Context: an optimization exercise on an open-source flow, tuned for small area and a short achievable clock period. The choices shown serve that exercise and are no tape-out recipe.
Where RTL was checked, it was by simulation tests only, not by an equivalence proof against the original.
For runs 1 to 3, only the layout was checked, not whether the RTL still works.
No activity file was given, so power comes from the tool's default toggle rates.

[standard.sh]
#!/bin/bash
# synth_recipe.tcl (not shown) runs the flow's synth.tcl, then flattens the netlist and writes it again
# the make line also repeats each setting of config.mk as NAME=value (left out here)
make -C /OpenROAD-flow-scripts/flow DESIGN_CONFIG=/design/flow/config.mk WORK_HOME=/design/flow/orfs CLKGATE_MAP_FILE= SYNTH_SCRIPT=/design/flow/synth_recipe.tcl "${@:-finish}"
[constraint.sdc]
create_clock -name core_clock -period 12.0 [get_ports {clk}]
set_input_delay 2.4000 -clock core_clock [delete_from_list [all_inputs] [get_ports {clk}]]
set_output_delay 2.4000 -clock core_clock [all_outputs]
set_load 0.01 [all_outputs]
[config.mk]
export PLATFORM = sky130hd
export DESIGN_NAME = usim_dispatch
export DESIGN_NICKNAME = usim_dispatch
export VERILOG_FILES = /design/flow/design.v
export SDC_FILE = /design/flow/constraint.sdc
export NUM_CORES = 4
export LEC_CHECK = 0
export CAP_MARGIN = 20
export CORE_MARGIN = 2
export CORE_UTILIZATION = 60
export CTS_BUF_LIST = sky130_fd_sc_hd__clkbuf_4 sky130_fd_sc_hd__clkbuf_8
export SETUP_SLACK_MARGIN = 4
export SLEW_MARGIN = 20
[design.v]
module usim_dispatch (
    input  wire         clk,
    input  wire         rst_n,
    input  wire         cfg_we,
    input  wire [2:0]   cfg_idx,
    input  wire [16:0]  cfg_base,
    input  wire [16:0]  cfg_size,
    input  wire [3:0]   cfg_count,
    input  wire         build_start,
    output reg  [1:0]   phase,
    output reg  [1:0]   fault_code,
    output reg  [2:0]   fault_i,
    output reg  [2:0]   fault_j,
    input  wire         c_req,
    input  wire         c_we,
    input  wire [15:0]  c_addr,
    input  wire [7:0]   c_wdata,
    output reg          c_ack,
    output reg  [7:0]   c_rdata,
    output reg          m_req,
    output wire         m_we,
    output wire [15:0]  m_addr,
    output wire [7:0]   m_wdata,
    input  wire         m_ack,
    input  wire [7:0]   m_rdata,
    output reg  [7:0]   d_req,
    output wire         d_we,
    output reg  [127:0] d_off,
    output wire [7:0]   d_wdata,
    input  wire [7:0]   d_ack,
    input  wire [63:0]  d_rdata
);
    localparam NB = 8;
    localparam PH_EMPTY    = 2'd0;
    localparam PH_BUILDING = 2'd1;
    localparam PH_RUNNING  = 2'd2;
    localparam PH_DEFECT   = 2'd3;
    localparam F_RANGE   = 2'd1;
    localparam F_OVERLAP = 2'd2;
    localparam F_ZERO    = 2'd3;
    reg [16*NB-1:0] nbase_f;       
    reg [16*NB-1:0] last_f;        
    reg [3:0]  n_r;
    reg [3:0]  c;           
    reg        bvalid;      
    reg        qsel;        
    integer i;
    wire idle    = phase[0] == phase[1];       
    wire bld     = phase == PH_BUILDING;
    wire running = phase == PH_RUNNING;
    wire [17:0] w_s    = {1'b1, ~(cfg_base ^ cfg_size)};
    wire [17:0] w_c    = {cfg_base | cfg_size, 1'b0};
    wire [17:0] w_last = w_s + w_c;
    wire        w_zero = cfg_size == 17'd0;
    wire        w_rng  = cfg_base[16] | w_last[17] | w_last[16];
    wire        w_bad  = w_zero | w_rng;
    wire [15:0] w_nb   = {~cfg_base[15:1] & {15{~w_bad}}, ~w_zero & (w_rng | ~cfg_base[0])};
    wire [15:0] w_l    = w_last[15:0] & {16{~w_bad}};
    always @(posedge clk)
        for (i = 0; i < NB; i = i + 1)
            if (rst_n && idle && cfg_we && cfg_idx == i) begin
                nbase_f[16*i +: 16] <= w_nb;
                last_f[16*i +: 16]  <= w_l;
            end
    function automatic [1:0] cout16(input [15:0] a, input [15:0] b);
        reg [15:0] g, p;
        integer s, k;
        begin
            g = a & b;
            p = a | b;
            for (s = 1; s < 16; s = s * 2)
                for (k = 0; k + s < 16; k = k + 2 * s) begin
                    g[k] = g[k + s] | (p[k + s] & g[k]);
                    p[k] = p[k + s] & p[k];
                end
            cout16 = {g[0], g[0] | p[0]};
        end
    endfunction
    reg  [3:0]  c_nxt;
    reg  [15:0] qx_nxt, qx;
    always @* begin
        qx_nxt = 16'd0;
        for (i = 0; i < NB; i = i + 1)
            if (c_nxt[2:0] == i)
                qx_nxt = ~nbase_f[16*i +: 16];
    end
    always @(posedge clk)
        qx <= qx_nxt;
    wire [15:0] x  = qsel ? qx : c_addr;
    reg [NB-1:0] ge, gt, le, en, hq;
    reg [1:0]    r;
    always @* begin
        for (i = 0; i < NB; i = i + 1) begin
            r      = cout16(x, nbase_f[16*i +: 16]);
            gt[i]  = r[1];
            ge[i]  = r[0];
            r      = cout16(last_f[16*i +: 16], ~x);
            le[i]  = r[0];
            en[i]  = n_r[3] | (i < n_r[2:0]);
            hq[i]  = ge[i] & le[i];
            d_off[i*16 +: 16] = x - ~nbase_f[16*i +: 16];
        end
    end
    always @* begin
        c_nxt = c;
        if (idle)
            c_nxt = 4'd0;
        else if (bld && c != n_r && !c_bad)
            c_nxt = c + 4'd1;
    end
    reg [NB-1:0] below;
    always @*
        for (i = 0; i < NB; i = i + 1)
            below[i] = hq[i] & en[i] & (gt[i] | (i < c));
    wire       c_bad   = ~hq[c[2:0]];
    wire       c_cand  = |below;
    wire [2:0] c_a     = {|below[7:4], |{below[7:6], below[3:2]},
                          |{below[7], below[5], below[3], below[1]}};
    always @(posedge clk)
        c <= c_nxt;
    always @(posedge clk) begin
        if (!rst_n) begin
            phase <= PH_EMPTY;
            qsel  <= 1'b0;
        end else if (idle) begin
            if (build_start) begin
                qsel   <= 1'b1;
                n_r    <= cfg_count;
                bvalid <= 1'b0;
                phase  <= PH_BUILDING;
            end
        end else if (bld) begin
            if (c == n_r) begin
                qsel <= 1'b0;
                if (bvalid) begin
                    phase      <= PH_DEFECT;
                    fault_code <= F_OVERLAP;
                end else begin
                    phase      <= PH_RUNNING;
                end
            end else if (c_bad) begin
                qsel       <= 1'b0;
                phase      <= PH_DEFECT;
                fault_code <= qx[0] ? F_ZERO : F_RANGE;
                fault_i    <= c[2:0];
            end else begin
                if (c_cand && !(bvalid && ge[fault_j])) begin
                    bvalid  <= 1'b1;
                    fault_j <= c[2:0];
                    fault_i <= c_a;
                end
            end
        end
    end
    wire [NB-1:0] hit   = hq & en;
    wire          found = |hit;
    wire          go    = running & c_req;
    always @* begin
        d_req   = hit & {NB{go}};
        m_req   = go & ~found;
        c_ack   = go & (|(hit & d_ack) | (~found & m_ack));
        c_rdata = m_rdata & {8{~found}};
        for (i = 0; i < NB; i = i + 1)
            c_rdata = c_rdata | (d_rdata[i*8 +: 8] & {8{hit[i]}});
    end
    assign m_we    = c_we;
    assign m_addr  = c_addr;
    assign m_wdata = c_wdata;
    assign d_we    = c_we;
    assign d_wdata = c_wdata;
endmodule
[flow/synth.tcl]
# The standard flow's synthesis script (synth_recipe.tcl), with ORFS's ABC script replaced
# by flow/abc_map.script (area-oriented mapping).
proc synth {args} { yosys synth -nofsm -noshare {*}$args }
proc fix_abc_script {n1 n2 op} { set ::abc_script $::env(MY_ABC_SCRIPT) }
trace add variable ::abc_script write fix_abc_script
source $::env(SCRIPTS_DIR)/synth.tcl
# left out here: clear keep_hierarchy, flatten, clean up, hide names made inside functions, write 1_2_yosys.v
[flow/abc_map.script]
strash
&get -n
&st
&dch
&nf
&st
&syn2
&if -g -K 6
&synch2
&nf
&put
strash
dc2
map -a
topo
stime -p
[flow/run.sh]
#!/bin/bash
# Layout: the standard flow (standard.sh), with
#  - ABC mapping with flow/abc_map.script (area-oriented, timing left to the repair steps) instead of ORFS's,
#  - ABC left to map the adders itself (no half/full-adder cells),
#  - small fast port buffers (buf_1) instead of clkdlybuf4s50_1.
# Everything else, the registers included, is the standard synthesis and flow.
set -euo pipefail
export MY_ABC_SCRIPT="$PWD/flow/abc_map.script"
bash standard.sh \
    "SYNTH_SCRIPT=$PWD/flow/synth.tcl" \
    "BUFFER_PORTS_ARGS=-buffer_cell sky130_fd_sc_hd__buf_1" \
    ADDER_MAP_FILE= \
    finish > standard_flow.log 2>&1
==> results of run 1 <==
## cells by family after synthesis
logic type      share of synthesized area (%)
buf+inv                                 7.604
simple gates                            22.61
flops                                   46.00
fa+ha+maj                             0.05393
compound gates                          16.75
xor+xnor                                6.983
## sequential cells by signal (all words and copies together), names as in the netlist
signal	flops
phase	2
qsel	1
fault_j	3
qx	16
nbase_f	128
bvalid	1
n_r	4
last_f	128
fault_i	3
c	4
fault_code	2
## power breakdown
part           leakage (nW)  switching, mW  internal [mW]  total, mW
Clock                 0.506          0.415          0.471      0.886
Combinational          5.03          0.780          0.378       1.16
Sequential             2.75         0.0103           1.14       1.15
Total                  8.29           1.21           1.99       3.19
## cell usage in the layout (no fill, tap or decap), drive strengths merged, types with 20 or more instances in the layout
cell and count:
edfxtp 269, xnor2 56, a22oi 47, nand2 420
o22ai 46, o221ai 41, dfxtp 23, clkbuf 61
nand3 55, a31oi 20, a21oi 112, buf 375
xor2 92, o21ai 127, nor3 32, nor2 493
clkinv 321
## through the flow
step	setup WS, ns	util [%]	cells
2_1_floorplan	4.056	-	2323
5_1_grt	3.703	73.43	3151
4_1_cts	3.796	71.24	3129
3_5_place_dp	2.242	66.06	3017
3_3_place_gp	2.382	66.06	3017
6_report	3.831	73.43	3151
## critical path: cells and delay by family
kind                   cells  cell delay, ns
buffers and inverters      7            0.76
AND/OR/NAND/NOR            9            0.98
AO/OA/AOI/OAI             11            1.60
## synth_stat cells, drive strengths merged, types with 2 or more instances
cell,number
a22oi,47
a41oi,2
edfxtp,269
buf,34
a32o,3
o211ai,12
nor2,493
a2bb2oi,3
or2,11
a21oi,112
nor4,13
nand3,55
clkinv,308
o22ai,46
a31oi,20
o31ai,15
o2111ai,8
o21bai,4
o221ai,41
and2,4
nor3,32
a221oi,15
dfxtp,23
nand2,420
xor2,92
o21a,6
xnor2,56
nand4,17
a211oi,10
a21boi,6
nand3b,2
o21ai,127
## path summary, 6_finish.rpt
check	startpoint	to	slack [ns]
worst max-delay path	c_addr[1]	c_rdata[4]	3.83
worst min-delay path	phase[1]	phase[1]	0.52
worst max register to register	qsel	qx[12]	4.41
worst min register to register	phase[1]	phase[1]	0.52
## what timing repair did
| item | in CTS | in global routing |
|---|---|---|
| resized for setup | 126 | 134 |
| hold buffers | 0 | 0 |
| pin swaps | 16 | 49 |
| endpoints found under the hold margin | 0 | 0 |
| setup buffers | 22 | 19 |
| setup endpoints to repair | 72 | 52 |
| cloned | 2 | 0 |
## layer usage
| layer | vias to the layer above | track usage [%] | part of all wire, % |
|---|---|---|---|
| met1 | 8946 | 48.07 | 35 |
| li1 | 8788 | - | - |
| met5 | - | 0 | 0 |
| met4 | 0 | 25.53 | 7.2 |
| met3 | 252 | 6.969 | 11 |
| met2 | 1304 | 66.27 | 47 |
## area by class of cell
| cell class | count | area, um^2 | area share [%] |
|---|---|---|---|
| multi-input combinational | 1689 | 9370 | 41.83 |
| sequential | 292 | 8538 | 38.11 |
| timing repair buffer | 375 | 1782 | 7.953 |
| inverter | 308 | 1242 | 5.546 |
| clock buffer | 61 | 777.0 | 3.468 |
| tap | 396 | 495.5 | 2.212 |
| clock inverter | 27 | 181.4 | 0.8098 |
| timing repair inverter | 1 | 11.26 | 0.05027 |
| antenna | 2 | 5.005 | 0.02234 |
==> run_results.csv, run 1 <==
group,metric,value,unit
critical_path,crit_path_top_delay_cell,"sky130_fd_sc_hd__nor4_4",
sta,max_clock_freq,0.1224,GHz
sta,worst-slew-pin-transition,1.254,ns
sta,grt_setup_unrepaired,"yes",
route,avgRoutedWirePerCell,21.51,um
route,drtIter0Drc,2211,
die,effective_utilization_at_floorplan,60.84,%
global_routing,grt.overflow.total,0,
yosys,post_synth_instance_area,18560,um^2
clocking,cts-buffers-inserted,48,
sta,setup_viol,0,
yosys,post_synth_inst_count,2323,
power,cellLeakagePower,8.286,nW
clocking,clk_latency,0.59,ns
yosys,post_synth_num_cell_types,49,
final_layout,filler_cell_count,2342,
yosys,syn_nets,2475,
global_routing,number_of_antenna_violations_at_the_first_check_in_global_routing,3,
sta,slew_headroom,16.06,%
final_layout,area_delta_synth_final,20.69,%
clocking,clockBufferDepth,3,
critical_path,worst_setup_path_end_kind,"output port",
yosys,synth_area_leader_cell,"sky130_fd_sc_hd__edfxtp_1",
power,vdd_drop_max,0.1160,mV
final_layout,layout-drive-gt1-share,11.81,%
global_routing,grt_util_all_layers,39.87,%
yosys,ys_top_cells_by_area,"sky130_fd_sc_hd__edfxtp_1, sky130_fd_sc_hd__nor2_1, sky130_fd_sc_hd__nand2_1",
sta,fin_setup_tns,0,ns
yosys,synth-async-reset-ratio,0,%
clocking,clk_transition_reported_paths,0.06,ns
global_routing,grt_pass1_vias,17988,
die,floorplan.die_area,32360,um^2
clocking,htreeDepth,2,
die,io_pins,342,
placed_design,routabilityCongestion,1.032,
sta,fin_hold_ws,0.5187,ns
clocking,tritoncts_clock_tree,"built",
global_routing,grt_start_max_net_pins,33,
route,drt-pass1-iter-count,7,
die,core.rowCount,64,
final_layout,fin_nets,2867,
route,via_per_inst,6.122,
sta,final_worst_clock_skew,0.03101,ns
route,final_antenna_net_count,0,
die,floorplan.die.height,179.9,um
min_path,min-delay-path-class,"reg -> reg",
yosys,synth-edff-count,269,
yosys,synth_largest_type_area_fraction,43.52,%
critical_path,worst-endpoint-arrival,5.77,ns
critical_path,worst_endpoint_required_time,9.60,ns
critical_path,startpoint_types,"input port",
yosys,flop_and_latch_count_out_of_synthesis,292,
clocking,numClockSinks,292,
critical_path,timing.critical_path.fanout_max,7,
sta,fin_crit_sh,68.07,%
status,outcome,"timing/DRC/antenna clean",
run,cap_violations,0,
route,remaining_drc_errors,0,
critical_path,critPathMaxStageDelay,0.26,ns
yosys,synthesis.yosys.warnings,1,
die,core-area,30510,um^2
power,power.total,3.192,mW
sta,finalHoldViolCount,0,
power,pwr_density_cell,142.5,nW/um^2
sta,post-route-min-period,8.169,ns
final_layout,design_area,22400,um^2
placed_design,port-buffer-count,314,
sta,report.final.slew_viol_count,0,
die,floorplan.die.width,179.9,um
critical_path,crit_type,"in -> out",
route,via_count,19290,
placed_design,dp_hpwl,50600,um
yosys,postSynth.topFlopCell,"sky130_fd_sc_hd__edfxtp_1",
min_path,worst_hold_path.num_cells,2,
route,drt_wl_total,67760,um
global_routing,grt_pass1_wl,99190,um
yosys,yosysSeqAreaShare,46.00,%
clocking,cts.root.buffer_cell,"sky130_fd_sc_hd__clkbuf_8",
critical_path,timing.reg2reg.worst_path_depth,28,
yosys,avgSynthCellArea,7.990,um^2
placed_design,dpl_cell_area,20160,um^2
==> inputs of run 2 (changes only) <==
--- a/config.mk
+++ b/config.mk
@@ -9,5 +9,5 @@
 export CORE_MARGIN = 2
 export CORE_UTILIZATION = 60
 export CTS_BUF_LIST = sky130_fd_sc_hd__clkbuf_4 sky130_fd_sc_hd__clkbuf_8
-export SETUP_SLACK_MARGIN = 4
+export SETUP_SLACK_MARGIN = 5
 export SLEW_MARGIN = 20
==> run 2 against run 1 <==
Non-clock buffer count up 117. Final cell count increased by 3.8%. Utilization is 8.1 points higher. Die area is the same. Critical path depth shrank 1. Clock power rose by 3.0%. Sequential power about the same. Critical path type unchanged. Highest routed layer is now met5.
==> run_results.csv, run 2 <==
group,metric,value,unit
route,drt-pass1-iter-count,8,
yosys,netlist_top_cells_count,"sky130_fd_sc_hd__nor2_1, sky130_fd_sc_hd__nand2_1, sky130_fd_sc_hd__clkinv_1",
clocking,cts.root.buffer_cell,"sky130_fd_sc_hd__clkbuf_8",
sta,report.final.slew_viol_count,0,
sta,grt_setup_unrepaired,"yes",
yosys,post_synth_instance_area,18560,um^2
final_layout,final_common_cell,"sky130_fd_sc_hd__nor2_1",
yosys,post_synth_inst_count,2323,
final_layout,area_delta_synth_final,34.06,%
final_layout,non_filler_instance_count_after_layout,3271,
route,drt_wl_total,76790,um
clocking,cts-buffers-inserted,48,
sta,post-route-min-period,8.263,ns
final_layout,design_area,24880,um^2
clocking,clockBufferDepth,3,
sta,setup_viol,0,
yosys,synth_area_leader_cell,"sky130_fd_sc_hd__edfxtp_1",
die,core-area,30510,um^2
yosys,synthesis.yosys.warnings,1,
critical_path,worst_setup_path_end_kind,"output port",
critical_path,startpoint_types,"input port",
yosys,synth-compound-area-share,16.75,%
yosys,synthXorXnorAreaFrac,6.983,%
yosys,synth-edff-count,269,
final_layout,layout-drive-gt1-share,24.25,%
placed_design,placed_cells,3012,
placed_design,routabilityCongestion,0.9955,
yosys,synth-async-reset-ratio,0,%
route,avgRoutedWirePerCell,23.47,um
yosys,postSynth.topFlopCell,"sky130_fd_sc_hd__edfxtp_1",
critical_path,crit_type,"in -> out",
sta,slew_headroom,28.44,%
placed_design,dp_hpwl,50140,um
sta,max_clock_freq,0.1210,GHz
critical_path,timing.critical_path.fanout_max,7,
final_layout,biggestRegsByFlops,"last_f: 128 flops, nbase_f: 128 flops, qx: 16 flops",
yosys,synth_largest_type_area_fraction,43.52,%
sta,finalHoldViolCount,0,
die,core.rowCount,64,
yosys,muxShareOfSynthArea,0,%
run,cap_violations,0,
global_routing,grt_pass1_wl,105800,um
die,io_pins,342,
route,via_per_inst,6.406,
sta,fin_setup_tns,0,ns
critical_path,worst_endpoint_required_time,9.60,ns
clocking,clk_transition_reported_paths,0.06,ns
clocking,htreeDepth,2,
placed_design,port-buffer-count,314,
global_routing,grt_start_max_net_pins,33,
clocking,clk_latency,0.61,ns
sta,worst-slew-pin-transition,1.069,ns
final_layout,fin_nets,2986,
die,floorplan.die.width,179.9,um
global_routing,grt.overflow.total,0,
critical_path,r2r_setup_slack,5.38,ns
yosys,post_synth_num_cell_types,49,
die,effective_utilization_at_floorplan,60.84,%
clocking,tritoncts_clock_tree,"built",
critical_path,worst-endpoint-arrival,5.86,ns
placed_design,dpl_cell_area,20440,um^2
route,drtIter0Drc,2699,
yosys,avgSynthCellArea,7.990,um^2
power,pwr_density_cell,141.0,nW/um^2
sta,final_worst_clock_skew,0.04198,ns
yosys,yosysSeqAreaShare,46.00,%
route,remaining_drc_errors,0,
power,vdd_drop_max,0.1190,mV
yosys,synth_top_family_by_area,"simple AND/OR/NAND/NOR gates",
global_routing,number_of_antenna_violations_at_the_first_check_in_global_routing,3,
min_path,min-delay-path-class,"reg -> reg",
final_layout,filler_cell_count,1820,
yosys,ys_top_cells_by_area,"sky130_fd_sc_hd__edfxtp_1, sky130_fd_sc_hd__nor2_1, sky130_fd_sc_hd__nand2_1",
yosys,syn_nets,2475,
sta,fin_crit_sh,68.86,%
status,outcome,"timing/DRC/antenna clean",
die,floorplan.die_area,32360,um^2
yosys,synth_simple_gate_area_share,22.61,%
yosys,post_synth_fa_ha_maj_area_fraction,0.05393,%
power,cellLeakagePower,9.496,nW
yosys,synth.most_common_cell,"sky130_fd_sc_hd__nor2_1",
die,floorplan.die.height,179.9,um
yosys,flop_and_latch_count_out_of_synthesis,292,
route,via_count,20953,
global_routing,grt_pass1_vias,19062,
clocking,numClockSinks,292,
global_routing,grt_util_all_layers,42.34,%
final_layout,layout.cells.most_common_list,"sky130_fd_sc_hd__nor2_1, sky130_fd_sc_hd__nand2_1, sky130_fd_sc_hd__clkinv_1",
route,final_antenna_net_count,0,
-- run 2: cells by family (layout without fill, tap and decap cells) --
family / count (synthesis) / count (layout)
buffers and inverters: 342 / 893
AND/OR/NAND/NOR: 1051 / 1051
AO/OA/AOI/OAI: 489 / 489
flip-flops: 292 / 292
adder cells (fa/ha/maj): 1 / 1
XOR/XNOR: 148 / 148
other: 0 / 1
-- run 2: area by class of cell --
cell class / instances / area, um^2 / share of cell area [%]
Multi-Input combinational cell: 1689 / 10590 / 42.55
Sequential cell: 292 / 8538 / 34.31
Timing Repair Buffer: 492 / 2855 / 11.47
Inverter: 308 / 1363 / 5.476
Clock buffer: 76 / 927.1 / 3.726
Tap cell: 396 / 495.5 / 1.991
Clock inverter: 14 / 77.57 / 0.3117
Timing Repair inverter: 3 / 37.54 / 0.1508
Antenna cell: 1 / 2.502 / 0.01006
-- run 2: repair_timing --
action,4_1_cts,5_1_grt
setup buffers,102,63
pin swaps,108,130
gates resized for setup,346,220
endpoints found under the hold margin,0,0
hold buffers,0,0
gates cloned,3,0
endpoints found under the setup margin,224,350
-- run 2: routing by layer --
| metal | vias up | global-route usage (%) | routed length [um] |
|---|---|---|---|
| met5 | - | 0 | 26 |
| met4 | 4 | 23.09 | 6144 |
| met3 | 481 | 8.934 | 10240 |
| met2 | 1847 | 72.25 | 35680 |
| met1 | 9608 | 50.08 | 24700 |
| li1 | 9013 | - | - |
-- run 2: final timing paths --
path | startpoint | end | cells past startpoint
max | c_addr[1] | c_ack | 26
min | phase[1] | phase[1] | 2
max reg2reg | qsel | qx[3] | 35
min reg2reg | phase[1] | phase[1] | 2
-- run 2: metrics by stage --
| stage | setup WS [ns] | utilization [%] | power (mW) | hold slack, ns |
|---|---|---|---|---|
| detailed placement | 3.009 | 66.99 | 2.172 | 0.5101 |
| finish | 3.737 | 81.56 | 3.508 | 0.5436 |
| CTS | 3.960 | 77.17 | 3.279 | 0.5255 |
| global placement | 3.017 | 66.99 | 2.152 | 0.5005 |
| floorplan | 4.738 | - | 1.821 | 0.4919 |
| global route | 3.583 | 81.56 | 3.601 | 0.5683 |
-- run 2: power breakdown --
group / leakage (nW) / internal, mW / switching [mW]
clock network: 0.531 / 0.493 / 0.420
logic: 6.21 / 0.528 / 0.915
registers: 2.75 / 1.14 / 0.0119
total: 9.50 / 2.16 / 1.35
-- run 2: worst max-delay path, stage by stage --
cell,delay (ns)
sky130_fd_sc_hd__buf_8,0.09
sky130_fd_sc_hd__nand2_8,0.06
sky130_fd_sc_hd__nand2_8,0.15
sky130_fd_sc_hd__clkinv_16,0.08
sky130_fd_sc_hd__a211oi_4,0.26
sky130_fd_sc_hd__o21ai_2,0.10
sky130_fd_sc_hd__a21oi_2,0.13
sky130_fd_sc_hd__a2bb2oi_2,0.16
sky130_fd_sc_hd__o21ai_1,0.09
sky130_fd_sc_hd__o221ai_2,0.06
sky130_fd_sc_hd__nand3_1,0.14
sky130_fd_sc_hd__o221ai_2,0.09
sky130_fd_sc_hd__nand2_1,0.11
sky130_fd_sc_hd__o21ai_1,0.13
sky130_fd_sc_hd__nand2_1,0.12
sky130_fd_sc_hd__o21ai_1,0.09
sky130_fd_sc_hd__nand3_1,0.09
sky130_fd_sc_hd__o2111ai_1,0.08
sky130_fd_sc_hd__o21ai_1,0.11
sky130_fd_sc_hd__a21oi_2,0.23
sky130_fd_sc_hd__and2b_2,0.29
sky130_fd_sc_hd__nand2_4,0.12
sky130_fd_sc_hd__clkinv_8,0.09
sky130_fd_sc_hd__a221oi_4,0.30
sky130_fd_sc_hd__a21oi_4,0.12
sky130_fd_sc_hd__buf_6,0.14
==> inputs of run 3 (changes only) <==
--- a/config.mk
+++ b/config.mk
@@ -9,5 +9,5 @@
 export CORE_MARGIN = 2
 export CORE_UTILIZATION = 60
 export CTS_BUF_LIST = sky130_fd_sc_hd__clkbuf_4 sky130_fd_sc_hd__clkbuf_8
-export SETUP_SLACK_MARGIN = 5
+export SETUP_SLACK_MARGIN = 3.5
 export SLEW_MARGIN = 20
==> run 3 against run 2 <==
Still clean on timing, DRC and antenna. Sequential power about the same. Clock power decreased by 3.4%. Clock-buffer cell count decreased by 15. Setup slack got worse by 0.15 ns. Maximum frequency decreased by 1.8%.
==> run_results.csv, run 3 <==
group,metric,value,unit
die,core-area,30510,um^2
route,remaining_drc_errors,0,
yosys,netlist_top_cells_count,"sky130_fd_sc_hd__nor2_1, sky130_fd_sc_hd__nand2_1, sky130_fd_sc_hd__clkinv_1",
power,cellLeakagePower,7.964,nW
clocking,cts_hold_buffers,0,
final_layout,final_core_utilization,70.82,%
sta,max_clock_freq,0.1189,GHz
sta,final_worst_clock_skew,0.03194,ns
die,floorplan.die.height,179.9,um
critical_path,worst_setup_path_end_kind,"output port",
yosys,synth_area_leader_cell,"sky130_fd_sc_hd__edfxtp_1",
clocking,cts-buffers-inserted,48,
sta,setup_viol,0,
sta,slew_headroom,22.25,%
sta,grt_setup_unrepaired,"yes",
die,floorplan.die_area,32360,um^2
final_layout,area_delta_synth_final,16.40,%
yosys,synth_largest_type_area_fraction,43.52,%
power,vdd_drop_max,0.08920,mV
yosys,post_synth_instance_area,18560,um^2
sta,worst-slew-pin-transition,1.162,ns
global_routing,grt_pass1_wl,98210,um
critical_path,crit_type,"in -> out",
die,floorplan.die.width,179.9,um
yosys,ys_top_cells_by_area,"sky130_fd_sc_hd__edfxtp_1, sky130_fd_sc_hd__nor2_1, sky130_fd_sc_hd__nand2_1",
yosys,post_synth_inst_count,2323,
route,drt_wl_total,66490,um
sta,fin_crit_sh,70.11,%
yosys,synth-edff-count,269,
critical_path,worst_endpoint_required_time,9.60,ns
route,via_per_inst,6.102,
yosys,postSynth.topFlopCell,"sky130_fd_sc_hd__edfxtp_1",
route,avgRoutedWirePerCell,21.27,um
die,effective_utilization_at_floorplan,60.84,%
min_path,min-delay-path-class,"reg -> reg",
power,power.total,3.088,mW
critical_path,timing.critical_path.fanout_max,19,
sta,fin_setup_tns,0,ns
final_layout,fin_nets,2842,
clocking,numClockSinks,292,
yosys,synth-async-reset-ratio,0,%
clocking,clk_transition_reported_paths,0.06,ns
route,via_count,19074,
die,io_pins,342,
global_routing,grt_start_max_net_pins,33,
placed_design,port-buffer-count,314,
yosys,post_synth_num_cell_types,49,
yosys,flop_and_latch_count_out_of_synthesis,292,
status,outcome,"timing/DRC/antenna clean",
final_layout,design_area,21610,um^2
die,core.rowCount,64,
final_layout,final_common_cell,"sky130_fd_sc_hd__nor2_1",
yosys,yosysSeqAreaShare,46.00,%
placed_design,dp_hpwl,50600,um
yosys,synth.most_common_cell,"sky130_fd_sc_hd__nor2_1",
sta,report.final.slew_viol_count,0,
route,final_antenna_net_count,0,
critical_path,worst-endpoint-arrival,6.01,ns
sta,finalHoldViolCount,0,
clocking,cts.root.buffer_cell,"sky130_fd_sc_hd__clkbuf_8",
global_routing,grt.overflow.total,0,
placed_design,routabilityCongestion,1.032,
power,pwr_density_cell,142.9,nW/um^2
sta,post-route-min-period,8.413,ns
final_layout,layout-drive-gt1-share,7.771,%
run,cap_violations,0,
global_routing,grt_util_all_layers,39.42,%
clocking,clk_latency,0.58,ns
global_routing,number_of_antenna_violations_at_the_first_check_in_global_routing,4,
final_layout,biggestRegsByFlops,"last_f: 128 flops, nbase_f: 128 flops, qx: 16 flops",
route,drt-pass1-iter-count,8,
global_routing,grt_pass1_vias,17904,
yosys,syn_nets,2475,
critical_path,startpoint_types,"input port",
clocking,tritoncts_clock_tree,"built",
clocking,htreeDepth,2,
final_layout,layout.cells.most_common_list,"sky130_fd_sc_hd__nor2_1, sky130_fd_sc_hd__nand2_1, sky130_fd_sc_hd__buf_1",
yosys,avgSynthCellArea,7.990,um^2
route,drtIter0Drc,2255,
placed_design,dpl_cell_area,20160,um^2
yosys,synthesis.yosys.warnings,1,
clocking,clockBufferDepth,3,
[run 3: cell types whose count changed in the layout (fill, tap and decap cells not counted), moves of 36 or more]
cell | previous run | this run
sky130_fd_sc_hd__a21oi_1 | 68 | 104
sky130_fd_sc_hd__buf_1 | 233 | 312
sky130_fd_sc_hd__buf_2 | 68 | 0
sky130_fd_sc_hd__buf_4 | 140 | 32
sky130_fd_sc_hd__buf_6 | 43 | 0
sky130_fd_sc_hd__nand2_1 | 353 | 406
sky130_fd_sc_hd__nor2_1 | 453 | 489
sky130_fd_sc_hd__o21ai_0 | 78 | 116
[run 3: path summary, 6_finish.rpt]
check	start	to	slack, ns	depth (start not counted)
min	phase[1]	phase[1]	0.52	2
max	c_addr[13]	c_rdata[3]	3.59	15
max reg2reg	qsel	qx[4]	4.54	32
min reg2reg	phase[1]	phase[1]	0.52	2
[run 3: what timing repair did]
| item | 4_1_cts | 5_1_grt |
|---|---|---|
| gates cloned | 0 | 3 |
| buffers inserted | 6 | 9 |
| gates resized for setup | 58 | 45 |
| pin swaps | 3 | 7 |
| setup endpoints to repair | 36 | 21 |
[run 3: logic make-up (layout without fill, tap and decap cells)]
logic type / count (synthesis) / after routing / synth area share (%)
compound gates: 489 / 489 / 16.75
flops: 292 / 292 / 46.00
fa+ha+maj: 1 / 1 / 0.05393
simple gates: 1051 / 1052 / 22.61
other cells: 0 / 2 / 0
xor+xnor: 148 / 148 / 6.983
buf+inv: 342 / 746 / 7.604
[run 3: cell type report]
cell class / instances / area [um^2]
multi-input cells: 1690 / 8934
fillers: 2454 / 8904
flip-flops and latches: 292 / 8538
repair buffers: 348 / 1451
inverters: 308 / 1214
clock buffers: 61 / 777.0
well taps: 396 / 495.5
clock inverters: 27 / 181.4
repair inverters: 2 / 10.01
diodes: 2 / 5.005
[run 3: through the flow]
stage	hold slack, ns	worst slack (ns)	instances
4_1_cts	0.5172	3.512	3111
3_5_place_dp	0.5069	2.242	3017
5_1_grt	0.5674	3.412	3126
6_report	0.5170	3.587	3126
2_1_floorplan	0.4919	4.056	2323
3_3_place_gp	0.4943	2.382	3017
[run 3: layer usage]
layer	part of all wire [%]	global-route usage, %	vias to the layer above
li1	-	-	8723
met1	35	47.07	8793
met2	47	65.85	1309
met3	11	6.746	249
met4	7.4	25.85	0
met5	0	0	-
[run 3: worst max-delay path: stages]
cell and delay, ns:
sky130_fd_sc_hd__buf_1 0.09, sky130_fd_sc_hd__nand2_1 0.08, sky130_fd_sc_hd__nand2_1 0.61, sky130_fd_sc_hd__nor2_1 0.18, sky130_fd_sc_hd__nor2_1 0.25, sky130_fd_sc_hd__clkinv_1 0.13
sky130_fd_sc_hd__nor4b_1 0.67, sky130_fd_sc_hd__a21o_2 0.28, sky130_fd_sc_hd__nand2_1 0.12, sky130_fd_sc_hd__nor2_2 0.49, sky130_fd_sc_hd__a22oi_1 0.27, sky130_fd_sc_hd__nand4_1 0.15
sky130_fd_sc_hd__a21oi_1 0.05, sky130_fd_sc_hd__nand3_1 0.08, sky130_fd_sc_hd__buf_1 0.15
[run 3: power breakdown]
| part | total, mW | switching, mW | internal [mW] |
|---|---|---|---|
| clock network | 0.882 | 0.411 | 0.471 |
| registers | 1.15 | 0.0102 | 1.14 |
| logic | 1.06 | 0.737 | 0.320 |
| total | 3.09 | 1.16 | 1.93 |
==> inputs of run 4 (changes only) <==
--- a/design.v
+++ b/design.v
@@ -105,8 +105,8 @@
         c_nxt = c;
         if (idle)
             c_nxt = 4'd0;
-        else if (bld && c != n_r && !c_bad)
-            c_nxt = c + 4'd1;
+        else if (bld && c != n_r)
+            c_nxt = c + 4'd1;        
     end
     reg [NB-1:0] below;
     always @*
--- a/config.mk
+++ b/config.mk
@@ -9,5 +9,5 @@
 export CORE_MARGIN = 2
 export CORE_UTILIZATION = 60
 export CTS_BUF_LIST = sky130_fd_sc_hd__clkbuf_4 sky130_fd_sc_hd__clkbuf_8
-export SETUP_SLACK_MARGIN = 3.5
+export SETUP_SLACK_MARGIN = 4
 export SLEW_MARGIN = 20
==> run 4 against run 3 <==
Setup slack improved by 0.065 ns. Die area increased by 0.22%. Combinational power up 87%. Global-route usage rose by 2.7 points. Wire length rose by 10%.
==> run_results.csv, run 4 <==
group,metric,value,unit
status,outcome,"timing/DRC/antenna clean",
clocking,htreeDepth,2,
sta,finalHoldViolCount,0,
min_path,min-delay-path-class,"reg -> reg",
sta,slew_headroom,18.82,%
sta,post-route-min-period,8.348,ns
global_routing,grt_util_all_layers,42.10,%
yosys,synth-async-reset-ratio,0,%
global_routing,grt_pass1_vias,18737,
final_layout,fin_nets,2901,
yosys,yosysSeqAreaShare,45.89,%
yosys,avgSynthCellArea,7.967,um^2
die,core-area,30590,um^2
power,pwr_density_cell,181.2,nW/um^2
critical_path,startpoint_types,"input port",
route,drtIter0Drc,3095,
yosys,synth_largest_type_area_fraction,43.42,%
clocking,clk_transition_reported_paths,0.07,ns
sta,grt_setup_unrepaired,"yes",
min_path,worstHoldStart,"nbase_f[123]",
yosys,postSynth.topFlopCell,"sky130_fd_sc_hd__edfxtp_1",
critical_path,timing.critical_path.fanout_max,7,
run,cap_violations,0,
yosys,post_synth_inst_count,2335,
sta,setup_viol,0,
critical_path,critical-path-top-cell-by-count,"sky130_fd_sc_hd__nand2_1",
route,final_antenna_net_count,0,
die,floorplan.die_area,32430,um^2
route,via_count,20329,
sta,fin_crit_sh,69.57,%
final_layout,layout.cells.most_common_list,"sky130_fd_sc_hd__nor2_1, sky130_fd_sc_hd__nand2_1, sky130_fd_sc_hd__buf_1",
clocking,clockBufferDepth,3,
clocking,tritoncts_clock_tree,"built",
global_routing,use_met3,9.155,%
final_layout,filler_cell_count,2275,
yosys,syn_nets,2487,
final_layout,layout-drive-gt1-share,12.93,%
global_routing,grt.overflow.total,0,
sta,fin_setup_tns,0,ns
sta,max_clock_freq,0.1198,GHz
critical_path,worst-endpoint-arrival,5.95,ns
yosys,flop_and_latch_count_out_of_synthesis,292,
die,floorplan.die.height,180.1,um
final_layout,final_core_utilization,74.17,%
die,effective_utilization_at_floorplan,60.82,%
global_routing,globalRouteMet2Util,67.94,%
global_routing,grt_pass1_wl,104900,um
power,vdd_drop_max,0.1042,mV
yosys,post_synth_instance_area,18600,um^2
route,avgRoutedWirePerCell,23.09,um
die,floorplan.die.width,180.1,um
global_routing,grt_busiest_layer,"met2",
placed_design,routabilityCongestion,1.049,
critical_path,critical_path.top_delay_family,"compound AO/OA/AOI/OAI gates",
die,core.rowCount,64,
route,drt_wl_total,73470,um
yosys,synth.most_common_cell,"sky130_fd_sc_hd__nor2_1",
sta,worst-slew-pin-transition,1.212,ns
clocking,clk_latency,0.61,ns
yosys,synth-edff-count,269,
sta,final_worst_clock_skew,0.04638,ns
sta,report.final.slew_viol_count,0,
global_routing,globalRouteMet1Util,55.46,%
route,via_per_inst,6.389,
critical_path,critPathBufInv,5,
yosys,ys_top_cells_by_area,"sky130_fd_sc_hd__edfxtp_1, sky130_fd_sc_hd__nor2_1, sky130_fd_sc_hd__nand2_1",
final_layout,final_common_cell,"sky130_fd_sc_hd__nor2_1",
route,remaining_drc_errors,0,
critical_path,r2r-start,"qsel",
critical_path,crit_path_top_delay_cell,"sky130_fd_sc_hd__nor4_4",
yosys,synth_area_leader_cell,"sky130_fd_sc_hd__edfxtp_1",
clocking,cts_hold_buffers,0,
clocking,numClockSinks,292,
critical_path,worst_endpoint_required_time,9.60,ns
clocking,cts.root.buffer_cell,"sky130_fd_sc_hd__clkbuf_8",
global_routing,number_of_antenna_violations_at_the_first_check_in_global_routing,2,
global_routing,grt_start_max_net_pins,33,
critical_path,critPathMaxStageDelay,0.32,ns
placed_design,dp_hpwl,52610,um
clocking,cts-buffers-inserted,49,
critical_path,worstSetupStartpoint,"c_addr[1]",
final_layout,biggestRegsByFlops,"last_f: 128 flops, nbase_f: 128 flops, qx: 16 flops",
final_layout,area_delta_synth_final,21.96,%
yosys,synthesis.yosys.warnings,1,
route,drt-pass1-iter-count,7,
die,io_pins,342,
critical_path,crit_type,"in -> out",
yosys,netlist_top_cells_count,"sky130_fd_sc_hd__nor2_1, sky130_fd_sc_hd__nand2_1, sky130_fd_sc_hd__clkinv_1",
yosys,post_synth_num_cell_types,50,
power,cellLeakagePower,8.272,nW
placed_design,port-buffer-count,314,
critical_path,worst_setup_path_end_kind,"output port",
-- run 4: cell count changes after synthesis, moves of 6 or more --
| cell | previous run | this run |
|---|---|---|
| sky130_fd_sc_hd__a21oi_1 | 112 | 103 |
| sky130_fd_sc_hd__a221oi_1 | 15 | 23 |
| sky130_fd_sc_hd__a22oi_1 | 47 | 34 |
| sky130_fd_sc_hd__clkinv_1 | 308 | 292 |
| sky130_fd_sc_hd__nand2_1 | 420 | 412 |
| sky130_fd_sc_hd__nor2_1 | 493 | 536 |
| sky130_fd_sc_hd__o211ai_1 | 12 | 20 |
| sky130_fd_sc_hd__o221ai_1 | 41 | 24 |
| sky130_fd_sc_hd__o22ai_1 | 46 | 54 |
| sky130_fd_sc_hd__xor2_1 | 92 | 86 |
-- run 4: metrics by stage --
step / cells / total power [mW] / cell area (um^2) / setup slack [ns] / hold WS (ns)
after detailed placement: 3031 / 2.850 / 20220 / 2.346 / 0.5039
final: 3182 / 4.111 / 22690 / 3.652 / 0.5108
after global routing: 3181 / 4.263 / 22690 / 3.528 / 0.5388
after floorplan: 2335 / 2.254 / 18610 / 4.038 / 0.4451
after CTS: 3145 / 3.859 / 21850 / 3.944 / 0.5130
after global placement: 3031 / 2.823 / 20220 / 2.445 / 0.4823
-- run 4: worst paths after layout --
path,endpoint,slack (ns),cells past startpoint
worst max-delay path,c_rdata[4],3.65,27
worst min-delay path,qx[11],0.51,1
worst max register to register,fault_i[1],5.69,22
worst min register to register,qx[11],0.51,1
-- run 4: cells by family after synthesis --
logic type	after synthesis	synth area share, %
AO/OA/AOI/OAI	493	17.08
AND/OR/NAND/NOR	1085	23.22
XOR/XNOR	138	6.497
adder cells (fa/ha/maj)	1	0.05381
flip-flops	292	45.89
buffers and inverters	326	7.263
-- run 4: final cells by class --
cell class	count	area (um^2)	share of cell area (%)
multi-input combinational	1718	9525	41.98
timing repair buffer	392	1889	8.327
antenna	1	2.502	0.01103
clock buffer	61	777.0	3.424
tap	396	495.5	2.184
timing repair inverter	4	43.79	0.1930
inverter	292	1200	5.288
clock inverter	26	217.7	0.9595
sequential	292	8538	37.63
-- run 4: layer usage --
| metal | share of wire [%] | vias up |
|---|---|---|
| li1 | - | 8910 |
| met1 | 35 | 9304 |
| met2 | 45 | 1776 |
| met3 | 14 | 339 |
| met4 | 5.5 | 0 |
| met5 | 0 | - |
-- run 4: timing repair --
action | in CTS | in global routing
resized for setup | 126 | 143
buffers inserted | 23 | 35
gates cloned | 4 | 1
endpoints found under the setup margin | 67 | 30
pin swaps | 20 | 59
-- run 4: where the power goes --
group | leakage [nW] | total [mW] | switching, mW | internal [mW]
registers | 2.68 | 1.21 | 0.0372 | 1.17
logic | 5.07 | 1.98 | 1.34 | 0.641
clock network | 0.519 | 0.922 | 0.427 | 0.495
total | 8.27 | 4.11 | 1.80 | 2.31
==> inputs of run 5 (changes only) <==
--- a/config.mk
+++ b/config.mk
@@ -9,5 +9,5 @@
 export CORE_MARGIN = 2
 export CORE_UTILIZATION = 60
 export CTS_BUF_LIST = sky130_fd_sc_hd__clkbuf_4 sky130_fd_sc_hd__clkbuf_8
-export SETUP_SLACK_MARGIN = 4
+export SETUP_SLACK_MARGIN = 3
 export SLEW_MARGIN = 20
==> run 5 against run 4 <==
Wire length down 7.5%. Highest routed layer unchanged. Largest power group unchanged. Final cell count shrank 1.2%. Clock power up 5.1%. Combinational power is 13% lower. Utilization shrank 3.6 points.
==> run_results.csv, run 5 <==
group,metric,value,unit
clocking,cts-buffers-inserted,49,
run,cap_violations,0,
route,via_per_inst,6.239,
critical_path,r2r-start,"c[1]",
power,cellLeakagePower,7.853,nW
die,io_pins,342,
yosys,post_synth_instance_area,18600,um^2
die,effective_utilization_at_floorplan,60.82,%
power,vdd_drop_max,0.1097,mV
final_layout,non_filler_instance_count_after_layout,3145,
placed_design,dp_worst_setup_slack,2.487,ns
die,core.rowCount,64,
yosys,post_synth_num_cell_types,50,
final_layout,biggestRegsByFlops,"last_f: 128 flops, nbase_f: 128 flops, qx: 16 flops",
yosys,synth_area_leader_cell,"sky130_fd_sc_hd__edfxtp_1",
min_path,min-delay-path-class,"reg -> reg",
power,pwr_density_cell,180.8,nW/um^2
final_layout,final_common_cell,"sky130_fd_sc_hd__nor2_1",
min_path,worst_hold_path.num_cells,1,
sta,fin_crit_sh,72.99,%
yosys,synth-async-reset-ratio,0,%
status,outcome,"timing/DRC/antenna clean",
sta,grt_setup_unrepaired,"no",
global_routing,grt_util_all_layers,40.48,%
sta,fin_hold_ws,0.4980,ns
clocking,cts.root.buffer_cell,"sky130_fd_sc_hd__clkbuf_8",
final_layout,layout.cells.most_common_list,"sky130_fd_sc_hd__nor2_1, sky130_fd_sc_hd__nand2_1, sky130_fd_sc_hd__buf_1",
global_routing,number_of_antenna_violations_at_the_first_check_in_global_routing,0,
route,final_antenna_net_count,0,
sta,finalHoldViolCount,0,
sta,worst-slew-pin-transition,1.031,ns
sta,report.final.slew_viol_count,0,
sta,worst_setup_slack_final,3.242,ns
route,remaining_drc_errors,0,
global_routing,grt_start_max_net_pins,33,
sta,setup_viol,0,
placed_design,routabilityCongestion,1.069,
sta,final_worst_clock_skew,0.02847,ns
global_routing,grt_pass1_vias,18193,
route,drt-pass1-iter-count,14,
sta,slew_headroom,31.00,%
clocking,clk_transition_reported_paths,0.06,ns
global_routing,grt.overflow.total,0,
yosys,flop_and_latch_count_out_of_synthesis,292,
die,core-area,30590,um^2
critical_path,r2r_setup_slack,6.32,ns
yosys,synth-edff-count,269,
route,via_count,19621,
yosys,postSynth.topFlopCell,"sky130_fd_sc_hd__edfxtp_1",
final_layout,layout-drive-gt1-share,6.802,%
yosys,avgSynthCellArea,7.967,um^2
route,drt_wl_total,67940,um
global_routing,grt_pass1_wl,100900,um
clocking,clockBufferDepth,3,
route,avgRoutedWirePerCell,21.60,um
yosys,ys_top_cells_by_area,"sky130_fd_sc_hd__edfxtp_1, sky130_fd_sc_hd__nor2_1, sky130_fd_sc_hd__nand2_1",
final_layout,antennaDiodeCount,0,
critical_path,crit_type,"in -> out",
final_layout,fin_nets,2864,
critical_path,worst_setup_path_end_kind,"output port",
critical_path,startpoint_types,"input port",
min_path,holdPathEnd,"qx[4]",
placed_design,placed_cells,3042,
placed_design,port-buffer-count,314,
yosys,netlist_top_cells_count,"sky130_fd_sc_hd__nor2_1, sky130_fd_sc_hd__nand2_1, sky130_fd_sc_hd__clkinv_1",
final_layout,filler_cell_count,2484,
clocking,htreeDepth,2,
sta,max_clock_freq,0.1142,GHz
route,drtIter0Drc,2346,
sta,post-route-min-period,8.758,ns
yosys,synthesis.yosys.warnings,1,
die,floorplan.die.height,180.1,um
yosys,synth_largest_type_area_fraction,43.42,%
yosys,synth.most_common_cell,"sky130_fd_sc_hd__nor2_1",
yosys,post_synth_inst_count,2335,
critical_path,worst_endpoint_required_time,9.60,ns
critical_path,crit-reg2reg-capture,"qx[9]",
clocking,clk_latency,0.59,ns
min_path,worstHoldStart,"nbase_f[116]",
clocking,cts_hold_buffers,0,
critical_path,timing.critical_path.fanout_max,25,
yosys,yosysSeqAreaShare,45.89,%
clocking,numClockSinks,292,
critical_path,timing.reg2reg.worst_path_depth,20,
critical_path,worst-endpoint-arrival,6.36,ns
final_layout,area_delta_synth_final,16.03,%
die,floorplan.die_area,32430,um^2
placed_design,dp_hpwl,51870,um
sta,fin_setup_tns,0,ns
power,power.total,3.902,mW
clocking,tritoncts_clock_tree,"built",
yosys,syn_nets,2487,
die,floorplan.die.width,180.1,um
[run 5: cell counts after synthesis]
No cell type changed its count.
[run 5: metal layers]
metal | up-vias | routed length, um | GRT usage, %
li1 | 8833 | - | -
met4 | 0 | 2997 | 16.58
met1 | 9084 | 25390 | 54.60
met2 | 1467 | 30860 | 64.83
met5 | - | 0 | 0
met3 | 237 | 8690 | 7.660
[run 5: worst max-delay path: stages]
cell	delay, ns
sky130_fd_sc_hd__buf_1	0.09
sky130_fd_sc_hd__nand2_1	0.10
sky130_fd_sc_hd__nand2_4	0.13
sky130_fd_sc_hd__clkinv_1	0.15
sky130_fd_sc_hd__buf_6	0.21
sky130_fd_sc_hd__a211oi_1	0.33
sky130_fd_sc_hd__nor3_1	0.08
sky130_fd_sc_hd__a221oi_1	0.27
sky130_fd_sc_hd__o211ai_1	0.13
sky130_fd_sc_hd__o221ai_1	0.13
sky130_fd_sc_hd__a311oi_1	0.16
sky130_fd_sc_hd__o22ai_1	0.26
sky130_fd_sc_hd__a21oi_1	0.16
sky130_fd_sc_hd__o21ai_1	0.50
sky130_fd_sc_hd__nor2_4	0.16
sky130_fd_sc_hd__nor4_2	0.31
sky130_fd_sc_hd__nand3_2	0.18
sky130_fd_sc_hd__clkinvlp_4	0.17
sky130_fd_sc_hd__nand2_1	0.07
sky130_fd_sc_hd__a31oi_1	0.14
sky130_fd_sc_hd__buf_1	0.19
[run 5: where the power goes]
group / internal [mW] / switching [mW]
combinational: 0.526 / 1.21
sequential: 1.17 / 0.0284
clock: 0.558 / 0.411
total: 2.26 / 1.65
[run 5: cell families after synthesis]
kind of cell | Yosys count | synth area share [%]
and+or+nand+nor | 1085 | 23.22
AOI/OAI and AO/OA | 493 | 17.08
buffers and inverters | 326 | 7.263
DFF | 292 | 45.89
xor gates and xnor gates | 138 | 6.497
adders and majority gates | 1 | 0.05381
[run 5: repair_timing]
action | in CTS | in global routing
resized for setup | 16 | 21
setup buffers | 0 | 14
setup endpoints to repair | 10 | 13
pin swaps | 0 | 3
cloned | 0 | 1
[run 5: worst max-delay path by stage]
| stage | from | to | slack, ns | cells after the start |
|---|---|---|---|---|
| after floorplan | c_addr[2] | c_ack | 3.58 | 21 |
| after global placement | c_addr[11] | c_ack | 2.42 | 18 |
| after detailed placement | c_addr[11] | c_rdata[1] | 2.49 | 18 |
| after CTS | c_addr[3] | c_rdata[1] | 3.05 | 22 |
| after global routing | c_addr[1] | c_ack | 2.92 | 25 |
| final | c_addr[1] | c_ack | 3.24 | 21 |
[run 5: area by class of cell]
cell class                      instances  area (um^2)  area share (%)
Timing Repair inverter                  1        5.005         0.02319
Multi-Input combinational cell       1717         8836           40.93
Timing Repair Buffer                  359         1520           7.043
Sequential cell                       292         8538           39.55
Clock inverter                         18        185.2          0.8579
Clock buffer                           70        882.1           4.086
Inverter                              292         1124           5.205
Tap cell                              396        495.5           2.295
[run 5: per-stage QoR]
| step | instance area, um^2 | utilization [%] |
|---|---|---|
| global placement | 20300 | 66.35 |
| floorplan | 18600 | - |
| CTS | 21400 | 69.96 |
| global route | 21590 | 70.57 |
| finish | 21590 | 70.57 |
| detailed placement | 20300 | 66.35 |
==> inputs of run 6 (changes only) <==
--- a/config.mk
+++ b/config.mk
@@ -9,5 +9,5 @@
 export CORE_MARGIN = 2
 export CORE_UTILIZATION = 60
 export CTS_BUF_LIST = sky130_fd_sc_hd__clkbuf_4 sky130_fd_sc_hd__clkbuf_8
-export SETUP_SLACK_MARGIN = 3
+export SETUP_SLACK_MARGIN = 3.5
 export SLEW_MARGIN = 20
==> run 6 against run 5 <==
Synthesized cell count is the same. Register-to-register slack got worse by 0.04 ns. First-iteration DRC count is 2.1% lower. Flip-flop and latch count stayed put. Hold slack better by 0.0010 ns.
==> run_results.csv, run 6 <==
group,metric,value,unit
status,outcome,"timing/DRC/antenna clean",
yosys,avgSynthCellArea,7.967,um^2
power,power_frac_seq,30.6,%
final_layout,biggestRegsByFlops,"last_f: 128 flops, nbase_f: 128 flops, qx: 16 flops",
critical_path,timing.critical_path.to,"c_ack",
power,internal_power,2.269,mW
critical_path,worst_endpoint_required_time,9.60,ns
route,final_antenna_net_count,0,
clocking,clk_transition_reported_paths,0.06,ns
die,floorplan.die.height,180.1,um
power,switching_share,42.24,%
critical_path,startpoint_types,"input port",
placed_design,dpl_cell_area,20300,um^2
global_routing,number_of_antenna_violations_at_the_first_check_in_global_routing,0,
final_layout,fin_nets,2864,
die,io_pins,342,
critical_path,timing.critical_path.fanout_max,25,
final_layout,layout.cells.most_common_list,"sky130_fd_sc_hd__nor2_1, sky130_fd_sc_hd__nand2_1, sky130_fd_sc_hd__buf_1",
min_path,min-delay-path-class,"reg -> reg",
placed_design,port-buffer-count,314,
global_routing,grt_start_max_net_pins,33,
sta,finalHoldViolCount,0,
placed_design,dp_hpwl,51870,um
die,floorplan.die.width,180.1,um
critical_path,worst-endpoint-arrival,5.92,ns
route,avgRoutedWirePerCell,21.60,um
power,cellLeakagePower,7.923,nW
yosys,synth.most_common_cell,"sky130_fd_sc_hd__nor2_1",
route,drt-pass1-iter-count,6,
critical_path,r2r_setup_slack,6.28,ns
yosys,post_synth_num_cell_types,50,
clocking,cts_hold_buffers,0,
die,effective_utilization_at_floorplan,60.82,%
yosys,syn_nets,2487,
global_routing,grt_pass1_vias,18219,
sta,final_worst_clock_skew,0.02382,ns
sta,fin_setup_tns,0,ns
yosys,synth_largest_type_area_fraction,43.42,%
sta,max_clock_freq,0.1203,GHz
yosys,flop_and_latch_count_out_of_synthesis,292,
final_layout,layout-drive-gt1-share,7.676,%
yosys,synth-edff-count,269,
critical_path,crit_type,"in -> out",
yosys,synth_area_leader_cell,"sky130_fd_sc_hd__edfxtp_1",
critical_path,timing.reg2reg.worst_path_depth,20,
final_layout,area_delta_synth_final,16.92,%
global_routing,grt_pass1_wl,101300,um
yosys,synthesis.yosys.warnings,1,
global_routing,grt_util_all_layers,40.62,%
run,cap_violations,0,
power,pwr_density_cell,180.6,nW/um^2
die,core-area,30590,um^2
final_layout,antennaDiodeCount,0,
power,combinationalPowerShare,44.8,%
power,power.total,3.929,mW
power,vdd_drop_max,0.1108,mV
yosys,post_synth_inst_count,2335,
critical_path,r2r-start,"c[1]",
yosys,yosysSeqAreaShare,45.89,%
sta,post-route-min-period,8.315,ns
route,drtIter0Drc,2296,
sta,grt_setup_unrepaired,"yes",
final_layout,final_common_cell,"sky130_fd_sc_hd__nor2_1",
critical_path,worst_setup_path_end_kind,"output port",
clocking,cts.root.buffer_cell,"sky130_fd_sc_hd__clkbuf_8",
critical_path,crit-reg2reg-capture,"qx[9]",
clocking,clk_latency,0.59,ns
global_routing,grt.overflow.total,0,
yosys,postSynth.topFlopCell,"sky130_fd_sc_hd__edfxtp_1",
sta,worst-slew-pin-transition,1.033,ns
final_layout,final_core_utilization,71.11,%
power,p_sw,1.659,mW
clocking,clockBufferDepth,3,
route,remaining_drc_errors,0,
yosys,netlist_top_cells_count,"sky130_fd_sc_hd__nor2_1, sky130_fd_sc_hd__nand2_1, sky130_fd_sc_hd__clkinv_1",
sta,setup_viol,0,
route,via_per_inst,6.219,
clocking,cts-buffers-inserted,49,
yosys,ys_top_cells_by_area,"sky130_fd_sc_hd__edfxtp_1, sky130_fd_sc_hd__nor2_1, sky130_fd_sc_hd__nand2_1",
placed_design,placed_cells,3042,
final_layout,non_filler_instance_count_after_layout,3145,
final_layout,design_area,21750,um^2
sta,report.final.slew_viol_count,0,
sta,slew_headroom,30.86,%
clocking,tritoncts_clock_tree,"built",
route,via_count,19558,
sta,fin_crit_sh,69.29,%
clocking,numClockSinks,292,
placed_design,routabilityCongestion,1.069,
power,p_clk_share,24.6,%
critical_path,worstSetupStartpoint,"c_addr[1]",
yosys,post_synth_instance_area,18600,um^2
die,core.rowCount,64,
clocking,htreeDepth,2,
yosys,synth-async-reset-ratio,0,%
die,floorplan.die_area,32430,um^2
route,drt_wl_total,67950,um
-- run 6: changes by cell type in the layout (fill, tap and decap cells not counted), sizes merged --
cell	delta
clkinv	+6
clkinvlp	-5
inv	-1
-- run 6: worst min-delay path by stage --
| stage | to | from | depth (start not counted) |
|---|---|---|---|
| after floorplan | qx[4] | nbase_f[116] | 1 |
| after global placement | qx[4] | nbase_f[116] | 1 |
| after detailed placement | qx[4] | nbase_f[116] | 1 |
| after CTS | qx[4] | nbase_f[116] | 1 |
| after global routing | qx[4] | nbase_f[116] | 1 |
| final | qx[4] | nbase_f[116] | 1 |
-- run 6: layout make-up --
type | instances | area, um^2
fillers | 2465 | 8837
inverters | 292 | 1145
clock inverters | 18 | 185.2
clock buffers | 70 | 882.1
flip-flops and latches | 292 | 8538
repair buffers | 359 | 1541
multi-input cells | 1717 | 8961
repair inverters | 1 | 3.754
well taps | 396 | 495.5
-- run 6: stage by stage --
step	hold WS [ns]	setup WS [ns]
6_report	0.4990	3.685
5_1_grt	0.5214	3.451
4_1_cts	0.4901	3.497
3_5_place_dp	0.4814	2.487
3_3_place_gp	0.4731	2.419
2_1_floorplan	0.4451	3.575
-- run 6: layer usage --
metal / share of wire [%] / GRT usage [%] / vias up
met2: 45 / 64.95 / 1464
met1: 38 / 54.86 / 9034
met5: 0 / 0 / -
li1: - / - / 8831
met3: 12 / 7.538 / 229
met4: 4.4 / 16.90 / 0
-- run 6: critical path, cell delays in order --
cell,delay [ns]
sky130_fd_sc_hd__buf_1,0.09
sky130_fd_sc_hd__nand2_1,0.09
sky130_fd_sc_hd__nand2_4,0.10
sky130_fd_sc_hd__clkinv_2,0.08
sky130_fd_sc_hd__buf_6,0.19
sky130_fd_sc_hd__a211oi_1,0.33
sky130_fd_sc_hd__nor3_1,0.08
sky130_fd_sc_hd__a221oi_1,0.26
sky130_fd_sc_hd__o211ai_1,0.13
sky130_fd_sc_hd__o221ai_1,0.12
sky130_fd_sc_hd__a311oi_1,0.16
sky130_fd_sc_hd__o22ai_1,0.24
sky130_fd_sc_hd__a21oi_1,0.17
sky130_fd_sc_hd__o21ai_2,0.36
sky130_fd_sc_hd__nor2_4,0.15
sky130_fd_sc_hd__nor4_2,0.30
sky130_fd_sc_hd__nand3_2,0.17
sky130_fd_sc_hd__clkinv_2,0.14
sky130_fd_sc_hd__nand2_1,0.06
sky130_fd_sc_hd__a31oi_1,0.13
sky130_fd_sc_hd__buf_2,0.17
-- run 6: kinds of logic (layout without fill, tap and decap cells) --
kind of cell | after synthesis | count (layout) | share of synthesized area, %
xor gates and xnor gates | 138 | 138 | 6.497
DFF | 292 | 292 | 45.89
and+or+nand+nor | 1085 | 1085 | 23.22
AOI/OAI and AO/OA | 493 | 493 | 17.08
buffers and inverters | 326 | 740 | 7.263
adders and majority gates | 1 | 1 | 0.05381
-- run 6: what timing repair did --
item	CTS	global route
pin swaps	4	7
endpoints found under the setup margin	24	19
setup buffers	2	12
cloned	1	0
resized for setup	44	40
-- run 6: power groups by stage --
stage	combinational [mW]	sequential, mW	clock [mW]
floorplan	1.04	1.21	0
global placement	1.61	1.22	0
detailed placement	1.63	1.22	0
CTS	1.67	1.20	0.965
global route	1.89	1.20	1.01
finish	1.76	1.20	0.968
==> inputs of run 7 (changes only) <==
--- a/design.v
+++ b/design.v
@@ -41,7 +41,7 @@
     reg [16*NB-1:0] nbase_f;       
     reg [16*NB-1:0] last_f;        
     reg [3:0]  n_r;
-    reg [3:0]  c;           
+    reg [NB-1:0] oh;        
     reg        bvalid;      
     reg        qsel;        
     integer i;
@@ -76,16 +76,12 @@
             cout16 = {g[0], g[0] | p[0]};
         end
     endfunction
-    reg  [3:0]  c_nxt;
-    reg  [15:0] qx_nxt, qx;
+    reg [15:0] qx;
     always @* begin
-        qx_nxt = 16'd0;
+        qx = 16'd0;
         for (i = 0; i < NB; i = i + 1)
-            if (c_nxt[2:0] == i)
-                qx_nxt = ~nbase_f[16*i +: 16];
+            qx = qx | (~nbase_f[16*i +: 16] & {16{oh[i]}});
     end
-    always @(posedge clk)
-        qx <= qx_nxt;
     wire [15:0] x  = qsel ? qx : c_addr;
     reg [NB-1:0] ge, gt, le, en, hq;
     reg [1:0]    r;
@@ -101,23 +97,21 @@
             d_off[i*16 +: 16] = x - ~nbase_f[16*i +: 16];
         end
     end
-    always @* begin
-        c_nxt = c;
-        if (idle)
-            c_nxt = 4'd0;
-        else if (bld && c != n_r)
-            c_nxt = c + 4'd1;        
-    end
+    wire       c_done  = ~|(oh & en);            
+    wire       c_bad   = ~|(oh & hq);            
+    wire [2:0] c_idx   = {|oh[7:4], |{oh[7:6], oh[3:2]}, |{oh[7], oh[5], oh[3], oh[1]}};
     reg [NB-1:0] below;
     always @*
         for (i = 0; i < NB; i = i + 1)
-            below[i] = hq[i] & en[i] & (gt[i] | (i < c));
-    wire       c_bad   = ~hq[c[2:0]];
+            below[i] = hq[i] & en[i] & (gt[i] | (|(oh >> (i + 1))));
     wire       c_cand  = |below;
     wire [2:0] c_a     = {|below[7:4], |{below[7:6], below[3:2]},
                           |{below[7], below[5], below[3], below[1]}};
     always @(posedge clk)
-        c <= c_nxt;
+        if (idle)
+            oh <= {{NB-1{1'b0}}, 1'b1};
+        else if (bld && !c_done)
+            oh <= oh << 1;
     always @(posedge clk) begin
         if (!rst_n) begin
             phase <= PH_EMPTY;
@@ -130,7 +124,7 @@
                 phase  <= PH_BUILDING;
             end
         end else if (bld) begin
-            if (c == n_r) begin
+            if (c_done) begin
                 qsel <= 1'b0;
                 if (bvalid) begin
                     phase      <= PH_DEFECT;
@@ -142,11 +136,11 @@
                 qsel       <= 1'b0;
                 phase      <= PH_DEFECT;
                 fault_code <= qx[0] ? F_ZERO : F_RANGE;
-                fault_i    <= c[2:0];
+                fault_i    <= c_idx;
             end else begin
                 if (c_cand && !(bvalid && ge[fault_j])) begin
                     bvalid  <= 1'b1;
-                    fault_j <= c[2:0];
+                    fault_j <= c_idx;
                     fault_i <= c_a;
                 end
             end
==> run 7 against run 6 <==
Clock power fell by about 10%. Final area fell by 2.5%. Global-route usage rose by 0.13 points. Sequential power fell by 5%. Synthesized cell count fell by 1.5%.
==> run_results.csv, run 7 <==
group,metric,value,unit
final_layout,biggestRegsByFlops,"last_f: 128 flops, nbase_f: 128 flops, oh: 8 flops",
yosys,post_synth_inst_count,2301,
sta,finalHoldViolCount,0,
clocking,htreeDepth,2,
yosys,synth.most_common_cell,"sky130_fd_sc_hd__nor2_1",
sta,fin_setup_tns,0,ns
route,avgRoutedWirePerCell,21.69,um
yosys,synth_area_leader_cell,"sky130_fd_sc_hd__edfxtp_1",
yosys,avgSynthCellArea,7.929,um^2
placed_design,dp_worst_setup_slack,2.113,ns
power,power_frac_seq,31.2,%
critical_path,startpoint_types,"input port",
global_routing,grt_pass1_vias,17249,
die,floorplan.die.width,178.4,um
yosys,muxShareOfSynthArea,0,%
die,core-area,29800,um^2
yosys,netlist_top_cells_count,"sky130_fd_sc_hd__nor2_1, sky130_fd_sc_hd__nand2_1, sky130_fd_sc_hd__clkinv_1",
critical_path,critPathMaxStageDelay,0.41,ns
sta,post-route-min-period,8.470,ns
yosys,post_synth_instance_area,18240,um^2
die,floorplan.die.height,178.4,um
yosys,postSynth.topFlopCell,"sky130_fd_sc_hd__edfxtp_1",
status,outcome,"timing/DRC/antenna clean",
power,combinationalPowerShare,45.1,%
power,p_clk_share,23.8,%
yosys,syn_nets,2453,
clocking,cts-buffers-inserted,48,
final_layout,layout-drive-gt1-share,7.431,%
power,cellLeakagePower,7.720,nW
sta,worst_setup_slack_final,3.530,ns
critical_path,worst_setup_path_end_kind,"output port",
yosys,synthXorXnorAreaFrac,6.241,%
global_routing,grt.overflow.total,0,
final_layout,fin_nets,2821,
critical_path,critical-path-top-cell-by-count,"sky130_fd_sc_hd__nor2_1",
sta,grt_setup_unrepaired,"yes",
final_layout,filler_cell_count,2382,
yosys,synthesis.yosys.warnings,1,
yosys,synth_largest_type_area_fraction,44.27,%
die,effective_utilization_at_floorplan,61.23,%
route,drt_wl_total,67120,um
power,pwr_density_cell,172.4,nW/um^2
yosys,synth-async-reset-ratio,0,%
route,drtIter0Drc,2343,
critical_path,timing.critical_path.fanout_max,19,
clocking,tritoncts_clock_tree,"built",
placed_design,dp_hpwl,50590,um
yosys,post_synth_fa_ha_maj_area_fraction,0,%
route,drt-pass1-iter-count,6,
power,p_sw,1.591,mW
final_layout,area_delta_synth_final,16.27,%
route,via_count,19020,
min_path,min-delay-path-class,"reg -> reg",
global_routing,grt_util_all_layers,40.74,%
die,core.rowCount,63,
clocking,cts.root.buffer_cell,"sky130_fd_sc_hd__clkbuf_8",
critical_path,path_cells,"buf_1 > nor2_1 > nor2_1 > buf_4 > inv_4 > nor2_1 > o21ai_0 > o31ai_1 > a211oi_1 > nor2_1 > nor3_1 > o22ai_1 > o21bai_1 > nand4_1 > nand3_1 > clkinvlp_4 > buf_4 > nand2_1 > o211ai_1 > buf_1",
route,via_per_inst,6.145,
die,floorplan.die_area,31820,um^2
yosys,flop_and_latch_count_out_of_synthesis,280,
critical_path,crit_path_top_delay_cell,"sky130_fd_sc_hd__o31ai_1",
clocking,clk_transition_reported_paths,0.06,ns
power,internal_power,2.066,mW
sta,fin_hold_ws,0.5126,ns
placed_design,routabilityCongestion,1.028,
sta,worst-slew-pin-transition,1.049,ns
clocking,numClockSinks,280,
critical_path,crit_type,"in -> out",
yosys,ys_top_cells_by_area,"sky130_fd_sc_hd__edfxtp_1, sky130_fd_sc_hd__nor2_1, sky130_fd_sc_hd__nand2_1",
critical_path,critical_path.top_delay_family,"compound AO/OA/AOI/OAI gates",
sta,slew_headroom,29.54,%
-- run 7: cell types whose count changed in the layout (fill, tap and decap cells not counted), moves of 14 or more --
cell,change
sky130_fd_sc_hd__clkinv_1,+34
sky130_fd_sc_hd__o221ai_1,+23
sky130_fd_sc_hd__a221oi_1,-14
sky130_fd_sc_hd__nor2_1,-90
sky130_fd_sc_hd__o21ai_0,-16
sky130_fd_sc_hd__nand2_1,+27
sky130_fd_sc_hd__a21oi_1,+20
-- run 7: routing by layer --
metal / GRT usage [%] / part of all wire (%)
met5: 0 / 0
met2: 64.70 / 45
met3: 9.292 / 14
met1: 52.38 / 36
met4: 20.87 / 5.6
-- run 7: worst min-delay path, stage by stage (launching register included) --
cell	delay, ns
sky130_fd_sc_hd__dfxtp_1	0.34
sky130_fd_sc_hd__nand2_1	0.07
sky130_fd_sc_hd__a21oi_1	0.05
-- run 7: cell type report --
class                   count  area [um^2]  area share, %
inverters                 334         1335          6.294
clock buffers              66        808.3          3.810
multi-input cells        1653         8666          40.85
repair buffers            351         1469          6.925
well taps                 390        488.0          2.300
clock inverters            20        140.1         0.6606
flip-flops and latches    280         8298          39.12
repair inverters            1        8.758        0.04129
-- run 7: cells by family (layout without fill, tap and decap cells) --
group,after synthesis,after routing
xor+xnor,130,130
buf+inv,368,772
simple gates,1017,1017
flops,280,280
compound gates,506,506
-- run 7: stage by stage --
| stage | instance area [um^2] | instances | util (%) |
|---|---|---|---|
| global placement | 19910 | 2999 | 66.83 |
| finish | 21210 | 3095 | 71.19 |
| global route | 21210 | 3095 | 71.19 |
| floorplan | 18250 | 2301 | - |
| detailed placement | 19910 | 2999 | 66.83 |
| CTS | 21000 | 3087 | 70.47 |
-- run 7: path summary, 6_finish.rpt --
path	from	end	slack, ns	depth (start not counted)
worst max-delay path	c_addr[9]	c_rdata[4]	3.53	20
worst min register to register	phase[1]	phase[1]	0.51	2
worst min-delay path	phase[1]	phase[1]	0.51	2
worst max register to register	oh[0]	fault_code[1]	5.53	23
-- run 7: power groups by stage --
stage / Clock (mW) / Combinational, mW / Sequential (mW)
after floorplan: 0 / 0.973 / 1.15
after global placement: 0 / 1.51 / 1.16
after detailed placement: 0 / 1.54 / 1.16
after CTS: 0.865 / 1.56 / 1.14
after global routing: 0.907 / 1.77 / 1.14
final: 0.870 / 1.65 / 1.14
-- run 7: timing repair --
action | in CTS | in global routing
pin swaps | 2 | 8
resized for setup | 44 | 47
endpoints found under the setup margin | 49 | 24
buffers inserted | 2 | 7
gates cloned | 0 | 1
hold endpoints to repair | 0 | 0

Check on run 7: ideal ports give 3.530 ns setup slack; a clkbuf_16 on the clock port and buf_2 on the inputs give 3.505 ns; moving port delays by the midpoint clock arrival (0.635 ns) as well gives 3.505 ns.
